Context: an optimization exercise on an open-source flow, tuned for small area, a short achievable clock period and few clock cycles per item. The choices shown serve that exercise and are no tape-out recipe.
Where RTL was checked, it was by simulation tests only, not by an equivalence proof against the original.
Power and IR drop assume default switching activity.

## ook_dec
module ook_dec (
    input  wire        clk,
    input  wire        rst,
    input  wire        dw_en,
    input  wire [3:0]  dw_idx,
    input  wire        dw_valid,
    input  wire [5:0]  dw_klen,
    input  wire [31:0] dw_key,
    input  wire [2:0]  dw_vlen,
    input  wire [31:0] dw_val,
    input  wire        in_valid,
    output wire        in_ready,
    input  wire        in_bit,
    input  wire        in_last,
    output wire        out_valid,
    input  wire        out_ready,
    output wire [1:0]  out_kind,
    output wire [7:0]  out_byte
);
    localparam integer NE = 16;
    localparam [1:0] K_BYTE = 2'd0, K_CLOSE = 2'd1, K_DONE = 2'd2;
    integer k;
    reg        rst_r;
    reg        dwr_en;
    reg [3:0]  dwr_idx;
    reg [2:0]  dwr_vlc;
    reg [4:0]  dwr_klen;
    reg [31:0] dwr_key;
    reg [31:0] dwr_val;
    always @(posedge clk) begin
        rst_r    <= rst;
        dwr_en   <= dw_en && !rst;
        dwr_idx  <= dw_idx;
        dwr_vlc  <= dw_valid ? dw_vlen : 3'b111;
        dwr_klen <= dw_klen[4:0];
        dwr_key  <= dw_key;
        dwr_val  <= dw_val;
    end
    reg [2:0]  d_vlc   [0:NE-1];
    reg [4:0]  d_klen  [0:NE-1];    
    reg [31:0] d_key   [0:NE-1];
    reg [31:0] d_val   [0:NE-1];
    always @(posedge clk) begin
        for (k = 0; k < NE; k = k + 1)
            if (dwr_en && dwr_idx == k) d_vlc[k] <= dwr_vlc;
            else if (rst_r)             d_vlc[k] <= 3'b111;
  ...
Size: ~1300 flip-flops, roughly 97 I/O pins.
==> module ook_dec, before the edit <==
module ook_dec (
    input  wire        clk,
    input  wire        rst,
    input  wire        dw_en,
    input  wire [3:0]  dw_idx,
    input  wire        dw_valid,
    input  wire [5:0]  dw_klen,
    input  wire [31:0] dw_key,
    input  wire [2:0]  dw_vlen,
    input  wire [31:0] dw_val,
    input  wire        in_valid,
    output wire        in_ready,
    input  wire        in_bit,
    input  wire        in_last,
    output wire        out_valid,
    input  wire        out_ready,
    output wire [1:0]  out_kind,
    output wire [7:0]  out_byte
);
    localparam integer NE = 16;
    localparam [1:0] K_BYTE = 2'd0, K_CLOSE = 2'd1, K_DONE = 2'd2;
    integer k;
    reg        rst_r;
    reg        dwr_en;
    reg [3:0]  dwr_idx;
    reg [2:0]  dwr_vlc;
    reg [4:0]  dwr_klen;
    reg [31:0] dwr_key;
    reg [31:0] dwr_val;
    always @(posedge clk) begin
        rst_r    <= rst;
        dwr_en   <= dw_en && !rst;
        dwr_idx  <= dw_idx;
        dwr_vlc  <= dw_valid ? dw_vlen : 3'b111;
        dwr_klen <= dw_klen[4:0];
        dwr_key  <= dw_key;
        dwr_val  <= dw_val;
    end
    reg [2:0]  d_vlc   [0:NE-1];
    reg [4:0]  d_klen  [0:NE-1];    
    reg [31:0] d_key   [0:NE-1];
    reg [31:0] d_val   [0:NE-1];
    always @(posedge clk) begin
        for (k = 0; k < NE; k = k + 1)
            if (dwr_en && dwr_idx == k) d_vlc[k] <= dwr_vlc;
            else if (rst_r)             d_vlc[k] <= 3'b111;
        if (dwr_en) begin
            d_klen[dwr_idx] <= dwr_klen;
            d_key[dwr_idx]  <= dwr_key;
            d_val[dwr_idx]  <= dwr_val;
        end
    end
    reg [NE-1:0] d_valid;
    always @(*)
        for (k = 0; k < NE; k = k + 1)
            d_valid[k] = !(d_vlc[k][2] && d_vlc[k][1:0] != 2'd0);
    reg        acc_r;      
    reg        bit_r, last_r;
    reg        rdy_r;
    assign in_ready = rdy_r;
    reg [31:0] sr;         
    reg [5:0]  n;          
    reg [5:0]  a;          
    reg [5:0]  wp1;        
    reg [NE-1:0] alv;      
    reg        bhit;       
    reg [3:0]  bidx;
    reg [5:0]  blen;
    reg        ended;      
    wire [31:0] oh;        
    ook_dec_ohdec u_oh (.wp1(wp1[4:0]), .oh(oh));
    reg [4:0]  q0, q1;     
    reg        qh, qt;
    reg [1:0]  qc;
    wire       qfull  = qc[1];
    wire       qempty = (qc == 2'd0);
    wire a0    = (a == 6'd0);
    wire avail = !a0 || acc_r;
    wire [32:0] sr_x = {sr, bit_r};
    wire sbit  = sr_x[a];    
    wire fin   = ended ? (a == 6'd1) : (a0 && acc_r && last_r);
    reg [NE-1:0] m, comp, cont;
    always @(*) begin
        for (k = 0; k < NE; k = k + 1) begin
            m[k]    = d_valid[k] && alv[k] && ((|(d_key[k] & oh)) == sbit);
            comp[k] = m[k] && (d_klen[k] == wp1[4:0]);
            cont[k] = m[k] && (d_klen[k] != wp1[4:0]);
        end
    end
    reg [3:0] cidx;
    always @(*) begin
        cidx = 4'd0;
        for (k = NE - 1; k >= 0; k = k - 1)
            if (comp[k]) cidx = k[3:0];
    end
    wire chit = |comp;
    wire decide = avail && ((cont == {NE{1'b0}}) || fin);
    wire go     = avail && !(decide && qfull);
    wire push   = go && decide;
    wire       dhit = chit || bhit;
    wire [3:0] didx = chit ? cidx : bidx;
    wire [5:0] dlen = chit ? wp1 : bhit ? blen : 6'd1;
    wire [5:0] n_in = n + {5'd0, acc_r};
    always @(posedge clk) begin
        bit_r  <= in_bit;
        last_r <= in_last;
        if (acc_r) sr <= {sr[30:0], bit_r};
        acc_r <= in_valid && rdy_r && !rst;
        if (rst_r) begin
            rdy_r <= 1'b1;
            n     <= 6'd0;
            a     <= 6'd0;
            wp1   <= 6'd1;
            alv   <= {NE{1'b1}};
            bhit  <= 1'b0;
            ended <= 1'b0;
        end else begin
            rdy_r <= (n_in <= 6'd30) || (n_in == 6'd31 && !(in_valid && rdy_r));
            if (acc_r && last_r) ended <= 1'b1;
            if (out_valid && out_ready && out_kind == K_DONE) ended <= 1'b0;
            if (push) begin
                n    <= n_in - dlen;
                a    <= n_in - dlen;
                wp1  <= 6'd1;
                alv  <= {NE{1'b1}};
                bhit <= 1'b0;
            end else if (go) begin
                n    <= n_in;
                a    <= a + {5'd0, acc_r} - 6'd1;
                wp1  <= wp1 + 6'd1;
                alv  <= cont;
                if (chit) begin
                    bhit <= 1'b1;
                    bidx <= cidx;
                    blen <= wp1;
                end
            end else begin
                n    <= n_in;
                a    <= a + {5'd0, acc_r};
            end
        end
    end
    reg        ov;
    reg [1:0]  okind;
    reg [7:0]  obyte;
    reg [1:0]  bcnt;
    reg        topen;
    assign out_valid = ov;
    assign out_kind  = okind;
    assign out_byte  = obyte;
    wire [4:0]  head = qh ? q1 : q0;
    wire        hhit = head[4];
    wire [3:0]  hidx = head[3:0];
    wire [2:0]  hvl  = d_vlc[hidx];
    wire [15:0] es;
    wire [3:0]  bs;
    ook_dec_seldec u_sel (.idx(hidx), .b(bcnt), .es(es), .bs(bs));
    reg [31:0] hval;
    reg [7:0]  hbyte;
    always @(*) begin
        hval = 32'd0;
        for (k = 0; k < NE; k = k + 1)
            hval = hval | (d_val[k] & {32{es[k]}});
        hbyte = (hval[7:0]   & {8{bs[0]}}) | (hval[15:8]  & {8{bs[1]}}) |
                (hval[23:16] & {8{bs[2]}}) | (hval[31:24] & {8{bs[3]}});
    end
    wire adv   = !ov || out_ready;
    wire hlast = !hhit || hvl == 3'd0 || {1'b0, bcnt} + 3'd1 == hvl;
    wire pop   = adv && !qempty && hlast;
    wire dcond = ended && (n == 6'd0) && qempty && !(ov && okind == K_DONE);
    always @(posedge clk) begin
        if (push && !qt) q0 <= {dhit, didx};
        if (push &&  qt) q1 <= {dhit, didx};
        if (rst || rst_r) begin
            qh    <= 1'b0;
            qt    <= 1'b0;
            qc    <= 2'd0;
            ov    <= 1'b0;
            bcnt  <= 2'd0;
            topen <= 1'b0;
        end else begin
            if (push) qt <= ~qt;
            if (pop)  qh <= ~qh;
            qc <= qc + {1'b0, push} - {1'b0, pop};
            if (adv) begin
                if (!qempty) begin
                    if (hhit) begin
                        if (hvl != 3'd0) begin
                            ov    <= 1'b1;
                            okind <= K_BYTE;
                            obyte <= hbyte;
                            topen <= 1'b1;
                            bcnt  <= hlast ? 2'd0 : bcnt + 2'd1;
                        end else
                            ov <= 1'b0;
                    end else begin
                        ov    <= topen;
                        okind <= K_CLOSE;
                        topen <= 1'b0;
                    end
                end else if (dcond) begin
                    ov    <= 1'b1;
                    okind <= K_DONE;
                end else
                    ov <= 1'b0;
            end
            if (ov && out_ready && okind == K_DONE) topen <= 1'b0;
        end
    end
endmodule
export LEC_CHECK = 0
export CAP_MARGIN = 20
export CORE_MARGIN = 2
export CORE_UTILIZATION = 60
export CTS_CLUSTER_DIAMETER = 100
export CTS_CLUSTER_SIZE = 24
export GPL_TIMING_DRIVEN = 0
export SLEW_MARGIN = 20
export SYNTH_HIERARCHICAL = 1
create_clock -name core_clock -period 36.0 [get_ports {clk}]
standard.sh (not shown) runs the stock make flow with config.mk's settings and CLKGATE_MAP_FILE= SYNTH_SCRIPT=/design/flow/synth_recipe.tcl, a recipe that flattens the netlist after the stock synthesis.
==> flow/flow/run.sh <==
#!/bin/bash
set -euo pipefail
export BUFFER_PORTS_ARGS="-buffer_cell sky130_fd_sc_hd__buf_2"
bash standard.sh > run_standard.log 2>&1
Testbench counts at the start, summed over its fixed seeds: cycles 33,215, bits 32,818.
Change:
--- a/flow/design.v
+++ b/flow/design.v
@@ -80,5 +80,8 @@
     reg        rdy_r;
     assign in_ready = rdy_r;
-    reg [31:0] sr;         
+    reg [31:0] bbuf;       
+    reg [4:0]  wp;         
+    reg [4:0]  sp;         
+    reg [4:0]  rp;         
     reg [5:0]  n;          
     reg [5:0]  a;          
@@ -98,6 +101,5 @@
     wire a0    = (a == 6'd0);
     wire avail = !a0 || acc_r;
-    wire [32:0] sr_x = {sr, bit_r};
-    wire sbit  = sr_x[a];    
+    wire sbit  = a0 ? bit_r : bbuf[rp];
     wire fin   = ended ? (a == 6'd1) : (a0 && acc_r && last_r);
     reg [NE-1:0] m, comp, cont;
@@ -126,8 +128,11 @@
         bit_r  <= in_bit;
         last_r <= in_last;
-        if (acc_r) sr <= {sr[30:0], bit_r};
+        if (acc_r) bbuf[wp] <= bit_r;
         acc_r <= in_valid && rdy_r && !rst;
         if (rst_r) begin
             rdy_r <= 1'b1;
+            wp    <= 5'd0;
+            sp    <= 5'd0;
+            rp    <= 5'd0;
             n     <= 6'd0;
             a     <= 6'd0;
@@ -138,7 +143,10 @@
         end else begin
             rdy_r <= (n_in <= 6'd30) || (n_in == 6'd31 && !(in_valid && rdy_r));
+            if (acc_r) wp <= wp + 5'd1;
             if (acc_r && last_r) ended <= 1'b1;
             if (out_valid && out_ready && out_kind == K_DONE) ended <= 1'b0;
             if (push) begin
+                sp   <= sp + dlen[4:0];
+                rp   <= sp + dlen[4:0];
                 n    <= n_in - dlen;
                 a    <= n_in - dlen;
@@ -147,4 +155,5 @@
                 bhit <= 1'b0;
             end else if (go) begin
+                rp   <= rp + 5'd1;
                 n    <= n_in;
                 a    <= a + {5'd0, acc_r} - 6'd1;
Outcome:
- The changed run completed without violations
- area after synthesis grows by a few percent
- wire length grows by a few percent
- critical path depth drops by 4
- utilization goes down by 0.23 points
- setup slack gains 0.12 ns
- count of clock-buffer cells in the layout went up by 2
- via count rises by a few percent
- hold slack gets better by 0.042 ns
- sequential power is about the same
- cell area grows by a few percent
- global-route usage drops by 0.33 points
The RTL of the second run of this note was laid out without a check of its function.

-- separate check: timing with driven ports --
Ports are ideal in the flow. The routed layouts listed here were re-timed in OpenROAD. Step 1 sets driving cells, clkbuf_16 on the clock port and buf_2 on the other inputs (assumed; they add their load-dependent delay and slew). Step 2 also shifts input and output timing later by t, the mid clock arrival at the registers, as if the neighbouring blocks saw the same clock. a / b / c = ideal ports / drivers / drivers and shift; a / b = the first two.
| run | shift t [ns] | setup WS [ns] | hold slack, ns | worst register clock-pin slew, ns |
|---|---|---|---|---|
| the first run | 0.715 | 27.406 / 27.451 / 26.737 | 0.442 / 0.442 / 0.442 | 0.11 / 0.11 |
| the second run | 0.720 | 27.529 / 27.456 / 27.107 | 0.484 / 0.484 / 0.484 | 0.10 / 0.10 |
After both steps every run listed still meets setup and hold. For the first run, which loses most, drivers alone change the setup slack by +0.045 ns; drivers and shift together by -0.669 ns.
